This is an optimization exercise on Yosys and OpenROAD, whose aim is small area, a short achievable clock period and few clock cycles, not a production implementation.
Function was not checked in any run shown here: the RTL went through the layout flow alone.
Power and IR drop assume default switching activity.

## flow/design.v (module list and top-level ports; edited modules follow where they fit)
// module pgc_units: 795 lines
module pgc_units (
    input  wire        clk,
    input  wire        rst,           
    input  wire        cmd_valid,
    output wire        cmd_ready,
    input  wire [3:0]  cmd_op,
    input  wire [31:0] cmd_opa,
    output reg         rsp_valid,
    output reg         rsp_refused,
    output reg  [31:0] rsp_res
);
  // ...
==> flow/run.sh <==
#!/bin/bash
# synth_recipe.tcl (not shown) runs the flow's synth.tcl, then flattens the netlist and writes it again
# the make line also repeats each setting of config.mk as NAME=value (left out here)
make -C /OpenROAD-flow-scripts/flow DESIGN_CONFIG=/design/flow/config.mk WORK_HOME=/design/flow/orfs CLKGATE_MAP_FILE= SYNTH_SCRIPT=/design/flow/synth_recipe.tcl finish
==> flow/config.mk <==
export PLATFORM = sky130hd
export DESIGN_NAME = pgc_units
export DESIGN_NICKNAME = pgc_units
export VERILOG_FILES = /design/flow/design.v
export SDC_FILE = /design/flow/constraint.sdc
export NUM_CORES = 4
export LEC_CHECK = 0
export CAP_MARGIN = 20
export CORE_MARGIN = 2
export CORE_UTILIZATION = 40
export SETUP_SLACK_MARGIN = 5
export SLEW_MARGIN = 20
==> flow/constraint.sdc <==
create_clock -name core_clock -period 8.0 [get_ports {clk}]
set_input_delay 1.6000 -clock core_clock [delete_from_list [all_inputs] [get_ports {clk}]]
set_output_delay 1.6000 -clock core_clock [all_outputs]
set_load 0.01 [all_outputs]
==> results.sh, run 1 <==
export IMPL_nets=1418
export IMPL_max_stage_delay_ns=0.51
export IMPL_synth_compound_area_share_pct=5.02
export IMPL_p_per_area_mw_per_mm2=226
export IMPL_synth_edf_count=48
export IMPL_coreArea_mm2=0.0286
export IMPL_finClkSkew_ns=0.0173
export IMPL_pin_count=74
export IMPL_end_kind="register"
export IMPL_ctsHoldBuffers=0
export IMPL_rows=62
export IMPL_routed_top_layer="met4"
export IMPL_netlist_instances=1036
export IMPL_die_h_um=174
export IMPL_seq_share_pct=27.6
export IMPL_synthDistinctLibCells=46
export IMPL_reg_top3="pc_q: 64 flops, lcg: 32 flops, rsp_res: 32 flops"
export IMPL_dr_pass1_iters=5
export IMPL_status="finished clean"
export IMPL_final_common_cell="inv_1"
export IMPL_area_growth_pct=26.0
export IMPL_cts_root_buffer="clkbuf_16"
export IMPL_crit_path_end="pos[28]"
export IMPL_power_mw=3.30
export IMPL_seq_area_mm2=0.00404
export IMPL_cts_buffers=17
export IMPL_antenna_left=0
export IMPL_synth_fa_ha_area_share_pct=31.4
export IMPL_p_leak_nw=6.23
export IMPL_p_int_mw=2.13
export IMPL_fin_area_mm2=0.0146
export IMPL_grt_use_met1_pct=28.1
export IMPL_relSlewSlack_pct=36.2
export IMPL_p_seq_share_pct=33.1
export IMPL_yosysTopAreaCell="fa_1"
export IMPL_clkTransAtPathRegs_ns=0.08
export IMPL_maxSlewViolCount=0
export IMPL_hpwl_mm=21.2
export IMPL_worstMarginPinSlew_ns=0.957
export IMPL_placed_area_mm2=0.0129
export IMPL_holdPathEnd="pos[29]"
export IMPL_synth_seq_cells=177
==> run 2: changes to the inputs <==
--- a/flow/config.mk
+++ b/flow/config.mk
@@ -9,4 +9,5 @@
 export CORE_MARGIN = 2
 export CORE_UTILIZATION = 40
-export SETUP_SLACK_MARGIN = 5
+export CTS_BUF_LIST = sky130_fd_sc_hd__clkbuf_4 sky130_fd_sc_hd__clkbuf_8
+export SETUP_SLACK_MARGIN = 4.5
 export SLEW_MARGIN = 20
==> run 2 against run 1 <==
  * Clock skew barely moved
  * Sequential cell count did not move
  * Via count fell by 3.5%
  * Largest power group unchanged
  * Highest routed layer unchanged
==> results.sh, run 2 <==
export IMPL_cp_top_family="simple AND/OR/NAND/NOR gates"
export IMPL_max_stage_delay_ns=0.50
export IMPL_synth_seq_cells=177
export IMPL_die_x_um=174
export IMPL_gp_congestion=0.839
export IMPL_synth_edf_count=48
export IMPL_wl_per_cell_um=18.3
export IMPL_timing_rr_start="pos[1]"
export IMPL_p_seq_share_pct=37.9
export IMPL_yosysWarningCount=1
export IMPL_nets=1365
export IMPL_coreArea_mm2=0.0286
export IMPL_peakVddDrop_mv=0.102
export IMPL_relSlewSlack_pct=31.7
export IMPL_placed_area_mm2=0.0128
export IMPL_syn_cell_area_mm2=0.0116
export IMPL_clkTransAtPathRegs_ns=0.10
export IMPL_path_cells="nor4_4 -> or4b_4 -> or4_4 -> or3_4 -> or4_4 -> or4_4 -> o21a_1 -> or3_1"
export IMPL_pin_count=74
export IMPL_min_path_type="reg -> reg"
export IMPL_swShare_pct=35.7
export IMPL_fill_cells=2622
export IMPL_dr_pass1_iters=4
export IMPL_yosys_top_cells_area="fa_1 28%, dfxtp_1 22%, edfxtp_1 12%"
export IMPL_period_share_pct=44.0
export IMPL_crit_path_max_fanout=5
export IMPL_ys_seq_area_share_pct=34.7
export IMPL_p_int_mw=1.87
export IMPL_cts_buffers=17
export IMPL_p_leak_nw=5.68
export IMPL_grt_pass1_wl_mm=44.1
export IMPL_area_growth_pct=16.6
export IMPL_cp_slowest_cell="or4b_4"
export IMPL_post_place_ws_ns=3.65
export IMPL_async_flop_share_pct=0
export IMPL_drt_wl_total_mm=27.9
export IMPL_reg_top3="pc_q: 64 flops, lcg: 32 flops, rsp_res: 32 flops"
export IMPL_antenna_left=0
export IMPL_tns_ns=0
export IMPL_antenna_found_initial=0
export IMPL_fin_ws_ns=4.48
export IMPL_worstSetupPathType="reg -> reg"
export IMPL_synth_flop_cell="dfxtp_1"
export IMPL_num_vias=7304
export IMPL_stdcell_count=1528
export IMPL_worstMarginPinSlew_ns=1.02
export IMPL_synth_top_area_share_pct=27.6
export IMPL_fin_area_mm2=0.0135
export IMPL_regMostFlops="pc_q"
export IMPL_netlist_instances=1036
export IMPL_ctsHoldBuffers=0
export IMPL_hold_viol=0
export IMPL_seq_area_mm2=0.00403
export IMPL_final_layout_size_suffix_gt1_share_pct=10.6
export IMPL_multiInputGateArea_mm2=0.00700
export IMPL_synthDistinctLibCells=46
export IMPL_via_per_inst=4.78
export IMPL_cts_tree="done"
export IMPL_finClkSkew_ns=0.0176
export IMPL_grt_overflow=0
export IMPL_combPwrFrac_pct=39.5
export IMPL_hpwl_mm=21.4
export IMPL_power_share_clock_pct=22.6
export IMPL_min_delay_start="pos[29]"
export IMPL_cts_sinks=177
export IMPL_die_h_um=174
export IMPL_drtIter0Drc=388
export IMPL_clock_fmax_mhz=284
export IMPL_arrival_ns=3.89
export IMPL_cts_root_buffer="clkbuf_8"
export IMPL_yosys_top_cells_count="179 x inv_1, 160 x fa_1, 129 x dfxtp_1, 104 x xnor2_1, 58 x xor2_1"
export IMPL_portBuffers=73
export IMPL_grt_start_max_net_pins=62
export IMPL_ff2ff_setup_slack_ns=4.48
export IMPL_yosysTopAreaCell="fa_1"
export IMPL_num_antenna_cells=0
export IMPL_rows=62
export IMPL_track_usage_pct=19.5
export IMPL_status="finished clean"
export IMPL_cp_start_kind="register"
export IMPL_holdWs_ns=0.524
export IMPL_fin_crit_ns=3.52
export IMPL_cts_buffer_depth=2
export IMPL_rsz0062_at_grt="yes"
export IMPL_layout_common_cells="179 x inv_1, 160 x fa_1, 126 x dfxtp_1, 93 x xnor2_1, 71 x clkdlybuf4s50_1"
export IMPL_p_per_area_mw_per_mm2=215
export IMPL_p_switching_mw=1.04
export IMPL_holdPathEnd="pos[29]"
export IMPL_clock_latency_ns=0.48
export IMPL_setup_viol=0
export IMPL_cp_common_cell="or4_4"
export IMPL_syn_area_per_cell_um2=11.2
export IMPL_maxSlewViolCount=0
export IMPL_h_tree_depth=4
export IMPL_syn_nets=1270
export IMPL_end_kind="register"
export IMPL_cp_buffers_inverters=0
export IMPL_start_util_pct=40.5
export IMPL_largest_reg_flops=64
export IMPL_grt_pass1_vias=7802
export IMPL_reg2reg_depth=8
export IMPL_dp_cells=1475
export IMPL_final_common_cell="inv_1"
export IMPL_regToRegEndpoint="pos[28]"
export IMPL_yosysMostFrequentCell="inv_1"
export IMPL_fp_dieArea_mm2=0.0304
export IMPL_hold_depth=2
export IMPL_max_cap_violations=0
export IMPL_drc=0
export IMPL_required_ns=8.37
-- run 2: worst max path at each step --
stage / start / slack, ns / end / depth (start not counted)
global route: pos[2] / 4.42 / pos[28] / 8
finish: pos[1] / 4.48 / pos[28] / 8
CTS: pos[2] / 4.46 / pos[28] / 8
floorplan: pos[1] / 4.44 / pos[28] / 10
global placement: cmd_opa[1] / 3.67 / crc[8] / 8
detailed placement: cmd_opa[1] / 3.65 / crc[8] / 8
-- run 2: logic make-up after synthesis --
group | after synthesis | synth area share (%)
buffers and inverters | 203 | 6.58
adder cells (fa/ha/maj) | 195 | 31.4
flip-flops | 177 | 34.7
AND/OR/NAND/NOR | 170 | 7.09
XOR/XNOR | 164 | 12.6
AO/OA/AOI/OAI | 100 | 5.02
multiplexers | 27 | 2.62
-- run 2: routing by layer --
metal / track usage (%) / vias up / wire, um
li1: - / 3433 / -
met1: 26.0 / 3653 / 12500
met2: 32.1 / 186 / 13300
met3: 4.13 / 32 / 1610
met4: 5.74 / 0 / 563
met5: 0 / - / 0
-- run 2: timing repair --
item | CTS | global route
setup endpoints to repair | 9 | 29
buffers inserted | 5 | 15
pin swaps | 3 | 7
resized for setup | 15 | 12
endpoints found under the hold margin | 0 | 0
-- run 2: final cells by class --
cell class / instances / area share (%)
well taps: 384 / 3.55
multi-input cells: 656 / 51.7
clock buffers: 20 / 1.94
clock inverters: 12 / 1.07
inverters: 180 / 4.99
repair buffers: 99 / 6.93
flip-flops and latches: 177 / 29.8
-- run 2: metrics by stage --
| step | utilization, % | power (mW) |
|---|---|---|
| final | 47.3 | 2.90 |
| after detailed placement | 44.7 | 2.21 |
| after global placement | 44.7 | 2.20 |
| after global routing | 47.3 | 3.10 |
| after CTS | 46.6 | 2.90 |
| after floorplan | - | 1.90 |
-- run 2: power groups by stage --
stage               Clock, mW  Sequential (mW)  Combinational [mW]
global route            0.705             1.11                1.28
floorplan                   0             1.11               0.787
finish                  0.657             1.10                1.15
CTS                     0.673             1.10                1.12
detailed placement          0             1.12                1.09
global placement            0             1.12                1.08
-- run 2: worst min-delay path, delay by kind of cell (launching register included) --
| kind | cells | cell delay (ns) |
|---|---|---|
| and+or+nand+nor | 1 | 0.05 |
| xor gates and xnor gates | 1 | 0.07 |
| DFF | 1 | 0.37 |

==> port drivers added, routing unchanged <==
Ports are ideal in the flow. The routed layouts listed here were re-timed in OpenROAD.
Step 1, drivers: a clkbuf_16 drives clk and a buf_2 each remaining input, both assumed.
Step 2 adds t to the input delays and takes it off the output delays; t is the mean of the earliest and latest rising clock arrival at the registers after step 1. Input paths then give back, and output paths get back, about the clock's delay inside the block.
a / b / c = ideal / step 1 / step 2; a / b = the first two.
run | t (ns) | setup slack, ns | hold WS [ns] | worst setup path at the end
run 1 | 0.489 | 4.506 / 4.506 / 4.506 | 0.522 / 0.522 / 0.522 | register to register
run 2 | 0.511 | 4.481 / 4.481 / 4.093 | 0.524 / 0.524 / 0.524 | input to register
After both steps setup and hold are still met in every run listed. The setup slack of run 2, which loses most, moves by 0.000 ns with the drivers and by -0.388 ns with both steps.
